This is an optimization exercise on Yosys and OpenROAD, whose aim is small area, not a production implementation.
Function not checked in this run: the RTL went through the layout flow alone.
Power is estimated from default activity; no workload was simulated.

==> design.v <==
module ircore_rx (
    input  wire        clk,
    input  wire        rst,             
    input  wire        set_mode,        
    input  wire [1:0]  mode_in,         
    input  wire        edge_valid,      
    input  wire [31:0] edge_ts,         
    input  wire        fire,            
    output wire        busy,
    output wire [1:0]  rx_mode,
    output wire [6:0]  rx_index,
    output wire        frame_active,
    output wire [3:0]  rx_result,
    output wire [31:0] rx_msg,
    output wire [31:0] rx_msg_count,
    output wire [31:0] rx_fail_count
);
    localparam [1:0] MODE_IDLE = 2'd0, MODE_NEC = 2'd1, MODE_RC6 = 2'd2;
    localparam [3:0] RES_NONE = 4'd0, RES_NEC = 4'd1, RES_RC6 = 4'd2,
                     RES_PM   = 4'd3, RES_MS  = 4'd4, RES_CF  = 4'd5,
                     RES_UM   = 4'd6;
    localparam [6:0] NEC_CAP = 7'd67, RC6_CAP = 7'd28;
    localparam [2:0] ST_IDLE   = 3'd0,
                     ST_NEC    = 3'd1,    
                     ST_RC6_HD = 3'd2,    
                     ST_RC6_BT = 3'd3,    
                     ST_RC6_TL = 3'd4;    
    reg [1:0]  mode_q;
    reg [6:0]  index_q;
    reg        active_q;
    reg [3:0]  result_q;
    reg [31:0] msg_q;
    reg [31:0] msg_cnt_q;
    reg [31:0] fail_cnt_q;
    reg [31:0] edge_buf [0:66];
    reg [2:0]  state_q;
    reg [6:0]  n_q;         
    reg [6:0]  i_q;         
    reg [31:0] prev_q;      
    reg [31:0] nec_v_q;     
    reg [19:0] rc6_b_q;     
    reg [4:0]  k_q;         
    reg        s_q;         
    reg [1:0]  pw_q;        
    reg        half_q;      
    reg        last_q;      
    wire [6:0] cap = (mode_q == MODE_NEC) ? NEC_CAP : RC6_CAP;
    assign busy          = (state_q != ST_IDLE);
    assign rx_mode       = mode_q;
    assign rx_index      = index_q;
    assign frame_active  = active_q;
    assign rx_result     = result_q;
    assign rx_msg        = msg_q;
    assign rx_msg_count  = msg_cnt_q;
    assign rx_fail_count = fail_cnt_q;
    wire        at_end = (i_q >= n_q);
    wire [31:0] sample = edge_buf[i_q];
    wire [31:0] dur    = sample - prev_q;
    reg [3:0] units;
    always @(*) begin
        if      (dur <  32'd222)  units = 4'd0;
        else if (dur <  32'd666)  units = 4'd1;
        else if (dur <  32'd1110) units = 4'd2;
        else if (dur <  32'd1554) units = 4'd3;
        else if (dur <  32'd1998) units = 4'd4;
        else if (dur <  32'd2442) units = 4'd5;
        else if (dur <  32'd2886) units = 4'd6;
        else if (dur <  32'd3330) units = 4'd7;
        else                      units = 4'd8;
    end
    wire [1:0] w = (k_q < 5'd4) ? 2'd2 : 2'd1;
    wire        nec_bit  = (dur > 32'd1100);
    wire [31:0] nec_full = {nec_v_q[30:0], nec_bit};
    wire        nec_ck_ok = (nec_full[23:16] == ~nec_full[31:24]) &&
                            (nec_full[7:0]   == ~nec_full[15:8]);
    wire [3:0] gap = at_end ? 4'd0 : units;
    wire       gap_ok = (gap == 4'd0) || (gap == 4'd6) || (gap == 4'd7);
    wire do_edge = edge_valid && !busy && !set_mode && !fire &&
                   (mode_q != MODE_IDLE) && (index_q < cap);
    always @(posedge clk) begin
        if (do_edge)
            edge_buf[index_q] <= edge_ts;
    end
    reg        fin;         
    reg        fin_ok;      
    reg [3:0]  fin_code;    
    reg [31:0] fin_msg;     
    always @(*) begin
        fin      = 1'b0;
        fin_ok   = 1'b0;
        fin_code = RES_NONE;
        fin_msg  = 32'd0;
        case (state_q)
            ST_NEC: begin
                if (i_q == 7'd1) begin
                    if (dur < 32'd8000 || dur >= 32'd10000) begin
                        fin = 1'b1; fin_code = RES_PM;
                    end
                end else if (i_q == 7'd2) begin
                    if (dur < 32'd3500 || dur >= 32'd5500) begin
                        fin = 1'b1; fin_code = RES_PM;
                    end else if (n_q < NEC_CAP) begin
                        fin = 1'b1; fin_code = RES_MS;
                    end
                end else if (i_q != 7'd0) begin
                    if (i_q[0]) begin
                        if (dur < 32'd250 || dur >= 32'd850) begin
                            fin = 1'b1; fin_code = RES_MS;
                        end
                    end else if (i_q == 7'd66) begin
                        fin = 1'b1;
                        if (nec_ck_ok) begin
                            fin_ok   = 1'b1;
                            fin_code = RES_NEC;
                            fin_msg  = {2'b01, 14'd0, nec_full[31:24], nec_full[15:8]};
                        end else begin
                            fin_code = RES_CF;
                        end
                    end
                end
            end
            ST_RC6_HD: begin
                if (i_q == 7'd1) begin
                    if (dur <= 32'd2220 || dur >= 32'd3108) begin
                        fin = 1'b1; fin_code = RES_PM;
                    end
                end else if (i_q == 7'd2) begin
                    if (dur <= 32'd444 || dur >= 32'd1332) begin
                        fin = 1'b1; fin_code = RES_PM;
                    end
                end else if (i_q == 7'd3) begin
                    if (units != 4'd1) begin
                        fin = 1'b1; fin_code = RES_PM;
                    end
                end
            end
            ST_RC6_BT: begin
                if (at_end) begin
                    fin = 1'b1; fin_code = RES_MS;
                end else if (!half_q) begin
                    if (units != {2'b00, pw_q} + {2'b00, w} && units != {2'b00, pw_q}) begin
                        fin = 1'b1; fin_code = RES_MS;
                    end
                end else if (units != {2'b00, w}) begin
                    fin = 1'b1; fin_code = RES_MS;
                end
            end
            ST_RC6_TL: begin
                if (!s_q && !last_q && !at_end) begin
                    if (units != 4'd1) begin
                        fin = 1'b1; fin_code = RES_MS;
                    end
                end else begin
                    fin = 1'b1;
                    if (!gap_ok) begin
                        fin_code = RES_MS;
                    end else if (rc6_b_q[19:17] != 3'd0) begin
                        fin_code = RES_UM;
                    end else begin
                        fin_ok   = 1'b1;
                        fin_code = RES_RC6;
                        fin_msg  = {2'b10, 14'd0, rc6_b_q[15:8], rc6_b_q[7:0]};
                    end
                end
            end
            default: ;
        endcase
    end
    always @(posedge clk) begin
        if (rst) begin
            mode_q     <= MODE_IDLE;
            index_q    <= 7'd0;
            active_q   <= 1'b0;
            result_q   <= RES_NONE;
            msg_q      <= 32'd0;
            msg_cnt_q  <= 32'd0;
            fail_cnt_q <= 32'd0;
            state_q    <= ST_IDLE;
            n_q        <= 7'd0;
            i_q        <= 7'd0;
            prev_q     <= 32'd0;
            nec_v_q    <= 32'd0;
            rc6_b_q    <= 20'd0;
            k_q        <= 5'd0;
            s_q        <= 1'b0;
            pw_q       <= 2'd0;
            half_q     <= 1'b0;
            last_q     <= 1'b0;
        end else if (state_q == ST_IDLE) begin
            if (set_mode) begin
                if (mode_in != 2'd3) begin
                    mode_q   <= mode_in;
                    index_q  <= 7'd0;
                    active_q <= 1'b0;
                end
            end else if (fire) begin
                if (active_q) begin
                    n_q      <= index_q;
                    index_q  <= 7'd0;
                    active_q <= 1'b0;
                    i_q      <= 7'd0;
                    nec_v_q  <= 32'd0;
                    rc6_b_q  <= 20'd0;
                    k_q      <= 5'd0;
                    s_q      <= 1'b1;
                    pw_q     <= 2'd1;
                    half_q   <= 1'b0;
                    last_q   <= 1'b0;
                    if (mode_q == MODE_NEC) begin
                        if (index_q < 7'd3) begin
                            result_q   <= RES_PM;
                            fail_cnt_q <= fail_cnt_q + 32'd1;
                        end else begin
                            state_q <= ST_NEC;
                        end
                    end else begin
                        if (index_q < 7'd4) begin
                            result_q   <= RES_PM;
                            fail_cnt_q <= fail_cnt_q + 32'd1;
                        end else begin
                            state_q <= ST_RC6_HD;
                        end
                    end
                end
            end else if (do_edge) begin
                index_q <= index_q + 7'd1;
                if (index_q == 7'd0)
                    active_q <= 1'b1;
            end
        end else begin
            prev_q <= sample;
            i_q    <= i_q + 7'd1;
            if (fin) begin
                state_q  <= ST_IDLE;
                result_q <= fin_code;
                if (fin_ok) begin
                    msg_q     <= fin_msg;
                    msg_cnt_q <= msg_cnt_q + 32'd1;
                end else begin
                    fail_cnt_q <= fail_cnt_q + 32'd1;
                end
            end else begin
                case (state_q)
                    ST_NEC: begin
                        if (i_q >= 7'd3 && !i_q[0])
                            nec_v_q <= nec_full;
                    end
                    ST_RC6_HD: begin
                        if (i_q == 7'd3)
                            state_q <= ST_RC6_BT;
                    end
                    ST_RC6_BT: begin
                        if (!half_q && units == {2'b00, pw_q}) begin
                            half_q <= 1'b1;
                        end else begin
                            if (!half_q) s_q <= ~s_q;
                            rc6_b_q <= {rc6_b_q[18:0], half_q ? s_q : ~s_q};
                            pw_q    <= w;
                            half_q  <= 1'b0;
                            k_q     <= k_q + 5'd1;
                            if (k_q == 5'd19) state_q <= ST_RC6_TL;
                        end
                    end
                    ST_RC6_TL: begin
                        last_q <= 1'b1;
                    end
                    default: ;
                endcase
            end
        end
    end
endmodule
==> run.sh <==
#!/bin/bash
# synth_recipe.tcl (not shown) runs the flow's synth.tcl, then flattens the netlist and writes it again
# the make line also repeats each setting of config.mk as NAME=value (left out here)
make -C /OpenROAD-flow-scripts/flow DESIGN_CONFIG=/design/flow/config.mk WORK_HOME=/design/flow/orfs CLKGATE_MAP_FILE= SYNTH_SCRIPT=/design/flow/synth_recipe.tcl finish
==> config.mk <==
export PLATFORM = sky130hd
export DESIGN_NAME = ircore_rx
export DESIGN_NICKNAME = ircore_rx
export VERILOG_FILES = /design/flow/design.v
export SDC_FILE = /design/flow/constraint.sdc
export NUM_CORES = 4
export LEC_CHECK = 0
export CAP_MARGIN = 20
export CORE_MARGIN = 2
export CORE_UTILIZATION = 40
export SLEW_MARGIN = 20
==> constraint.sdc <==
create_clock -name core_clock -period 10.0 [get_ports {clk}]
set_input_delay 2.0000 -clock core_clock [delete_from_list [all_inputs] [get_ports {clk}]]
set_output_delay 2.0000 -clock core_clock [all_outputs]
set_load 0.01 [all_outputs]
==> flow_summary.toml <==
[sta]
fmax_mhz = 110
hold_ws_ns = 0.453
rsz0062_at_grt = "no"
min_period_over_period = 0.907
finalClockSkew_ns = 0.0577
tns_ns = 0
setup_viol = 0
relSlewSlack = 0.213
layout_min_cycle_time_ns = 9.07
hold_viol_final = 0
finalWorstSetupSlack_ns = 0.926
slew_viol_final = 0
worst_pin_slew_ns = 1.18

[clocking]
postCtsSetupRepairBufs = 0
h-tree-depth = 4
cts_made_buffers = 231
clkLatencyLatePin_ns = 0.90
cts.clk_slew.worst_paths_ns = 0.06
root_buffer = "clkbuf_16"
cts_resized = 0
clockBufferDepth = 3
cts.sinks = 2356
hold_buffers = 0
cts_tree = "yes"

[global_route]
grt_max_degree = 106
grt_pass1_wl_um = 352000
grt_pass1_vias = 48400
track_usage = 0.204
antenna_found_initial = 16
grt_overflow = 0

[routing]
wirelength_um = 245000
dr.first_iter.drc_count = 5687
num_vias = 49100
drtAntennaViolNets = 0
drc = 0
wire_per_inst_um = 28.9
first_pass_iters = 6
via_per_inst = 5.79

[worst_hold_path]
hold-path-cell-count = 2
hold_path_class = "reg -> reg"
holdPathEnd = "msg_q[8]"
min_from = "msg_q[8]"

[final_layout]
drive_gt1_frac = 0.243
layout.nets = 5220
finalNonFillerCells = 8477
area_growth_pct = 14.4

[logic_synthesis]
synth_edf_count = 2144
async_flop_share = 0
synth.avg_cell_area_um2 = 19.3
yosysWarnings = 1
seq_area_frac_synth = 0.729
yosysUniqueCellTypes = 85
ys_ff_latch = 2356
synthesis.area_mm2 = 0.0942
syn_inst = 4891
synthFlopType = "edfxtp_1"

[die]
die_area_mm2 = 0.239
num_rows = 178
ioPinCount = 150
start_util = 0.401
core_mm2 = 0.235
die_w_um = 489
die_y_um = 489

[worst_setup_path]
crit_slowest_cell = "dfxtp_4"
cp.required_ns = 10.74
worstPathArrival_ns = 9.81
cpMostUsedCell = "mux4_2"
crit_path_end_kind = "register"
critPathMaxStageDelay_ns = 1.04
start_kind = "register"
critical_path.cell_chain = "buf_12, mux4_2, mux4_2, mux4_2, mux2_2, fa_1, a211oi_1, o21a_1, o21ai_1, xnor2_1, nand2_1, a31oi_1, a21oi_1, a2111oi_0, nand3_1, a211oi_2, or2_1, buf_4, nand4_1, xor2_1, nor2_1"
regToRegEndpoint = "msg_cnt_q[4]"
reg2reg_slack_ns = 0.93
cp_max_fo = 80
r2r_cells = 21
critPathKind = "reg -> reg"

[power]
pwr-share-seq = 0.547
internal-power_uw = 15700
switching_share = 0.200
switching_power_uw = 3930
p_clk_frac = 0.440
p_comb_frac = 0.013
p_per_area_mw_per_mm2 = 182
ir_drop_uv = 197
p_leak_uw = 0.0320

[placed_design]
hpwl_um = 135000
portBuffers = 134
place_ws_ns = 1.16
place.gp.congestion = 0.864
placed_cells = 8042

[outcome]
status = "timing/DRC/antenna clean"

[job]
maxCapViolCount = 0
[sequential cells by signal (all words and copies together) (netlist names), 2 cells and up, named ones only]
| signal | count |
|---|---|
| mode_q | 2 |
| rc6_b_q | 20 |
| msg_q | 18 |
| k_q | 5 |
| nec_v_q | 31 |
| result_q | 3 |
| pw_q | 2 |
| i_q | 7 |
| index_q | 7 |
| edge_buf | 2144 |
| msg_cnt_q | 32 |
| n_q | 7 |
| state_q | 3 |
| prev_q | 32 |
| fail_cnt_q | 32 |
[power groups by stage]
stage	combinational (uW)	clock [uW]	sequential [uW]
after floorplan	79.4	0	10900
after global placement	245	0	10900
after detailed placement	256	0	11000
after CTS	256	8810	10700
after global routing	285	9200	10700
final	259	8650	10700
[how the worst max path moves through the flow]
stage / startpoint / endpoint / cells after the start
3_5_place_dp: register / msg_cnt_q[4] / 21
4_1_cts: register / msg_cnt_q[4] / 21
3_3_place_gp: register / fail_cnt_q[3] / 20
5_1_grt: register / msg_cnt_q[4] / 21
2_1_floorplan: register / fail_cnt_q[10] / 26
6_report: register / msg_cnt_q[4] / 21
[cell usage in the layout, fill, tap and decap left out, types with 36 or more instances in the layout]
master              n
a21oi_1           189
nor3_1             36
clkbuf_16         236
o21ai_0           108
buf_4             141
clkdlybuf4s50_1   101
a211oi_1           41
nand3_1            56
edfxtp_1         2144
dfxtp_1           205
clkbuf_1           60
xor2_1             39
mux4_2            664
mux2i_1            45
clkinv_1           48
ha_1               53
inv_1              70
nor2_4             67
nand2_1           224
clkinv_2           37
nor2_1            186
[cell families (layout without fill, tap and decap cells)]
group | count (synthesis) | after routing | share of synthesized area
other cells | 1 | 20 | 0.0000398
buf+inv | 359 | 776 | 0.0153
xor+xnor | 70 | 70 | 0.00651
compound gates | 526 | 526 | 0.0347
simple gates | 774 | 774 | 0.0388
flops | 2356 | 2356 | 0.729
fa+ha+maj | 55 | 55 | 0.00747
mux | 750 | 750 | 0.168
[stage by stage]
stage / instance area, um2 / total power (uW) / utilization
2_1_floorplan: 94200 / 11000 / -
3_3_place_gp: 100000 / 11200 / 0.426
3_5_place_dp: 100000 / 11200 / 0.426
4_1_cts: 108000 / 19800 / 0.459
5_1_grt: 108000 / 20200 / 0.459
6_report: 108000 / 19600 / 0.459
[critical path: cells and delay by family, from the launching register on]
kind,cells,cell delay [ns]
mux,4,1.83
fa+ha+maj,1,0.45
compound gates,7,2.30
xor+xnor,2,0.87
buf+inv,2,0.96
simple gates,5,1.36
flops,1,1.04
[synthesized netlist by cell type (20+ instances only)]
library cell	n	area share
nor2_1	253	0.010
a22oi_1	20	0.0016
nand4_1	31	0.0021
xnor2_1	31	0.0029
a21o_1	21	0.0017
buf_2	24	0.0013
a211oi_1	43	0.0034
dfxtp_1	212	0.045
o31ai_1	27	0.0022
buf_1	91	0.0036
mux4_2	664	0.16
o21ai_0	108	0.0057
xor2_1	39	0.0036
a21oi_1	189	0.010
nand2_1	224	0.0089
or3_1	34	0.0023
ha_1	53	0.0070
mux2_2	35	0.0042
nand3_1	56	0.0030
clkbuf_1	158	0.0063
inv_1	70	0.0028
nor3_1	37	0.0020
or4_1	27	0.0022
edfxtp_1	2144	0.68
mux2i_1	45	0.0048
[area by class of cell]
cell class	instances	area [um2]
Clock buffer	301	6200
Antenna cell	5	12.5
Tap cell	3150	3940
Sequential cell	2356	68600
Clock inverter	128	1370
Inverter	70	263
Multi-Input combinational cell	2190	24700
Timing Repair Buffer	277	2630
Fill cell	19700	127000
[per-layer routing]
layer / vias to the layer above / global-route usage / share of wire
met3: 330 / 0.0343 / 0.071
met4: 4 / 0.0471 / 0.020
li1: 20500 / - / -
met2: 1825 / 0.322 / 0.47
met5: - / 0 / 0.000094
met1: 26400 / 0.299 / 0.44

==> what the ideal ports hide <==
The flow's constraints put no driver on any port. The routed layout listed below was extracted and timed again, unchanged, in two steps.
Step 1: set_driving_cell puts a clkbuf_16 on clk and a buf_2 on each other input, an assumption about the parent block.
Step 2 adds t to the input delays and takes it off the output delays; t is the mean of the earliest and latest rising clock arrival at the registers after step 1. Input paths then give back, and output paths get back, about the clock's delay inside the block.
a / b / c = ideal / step 1 / step 2; a / b = the first two.
t, ns: 0.969
setup slack, ns: 0.926 / 0.926 / 0.926
worst setup path after step 2: register to register
worst slew at a driven data input, ns: 0.14
pins driven straight from the clock port: 1
After both steps this run still meets setup and hold. The setup slack of this run moves by 0.000 ns with the drivers and by 0.000 ns with both steps.
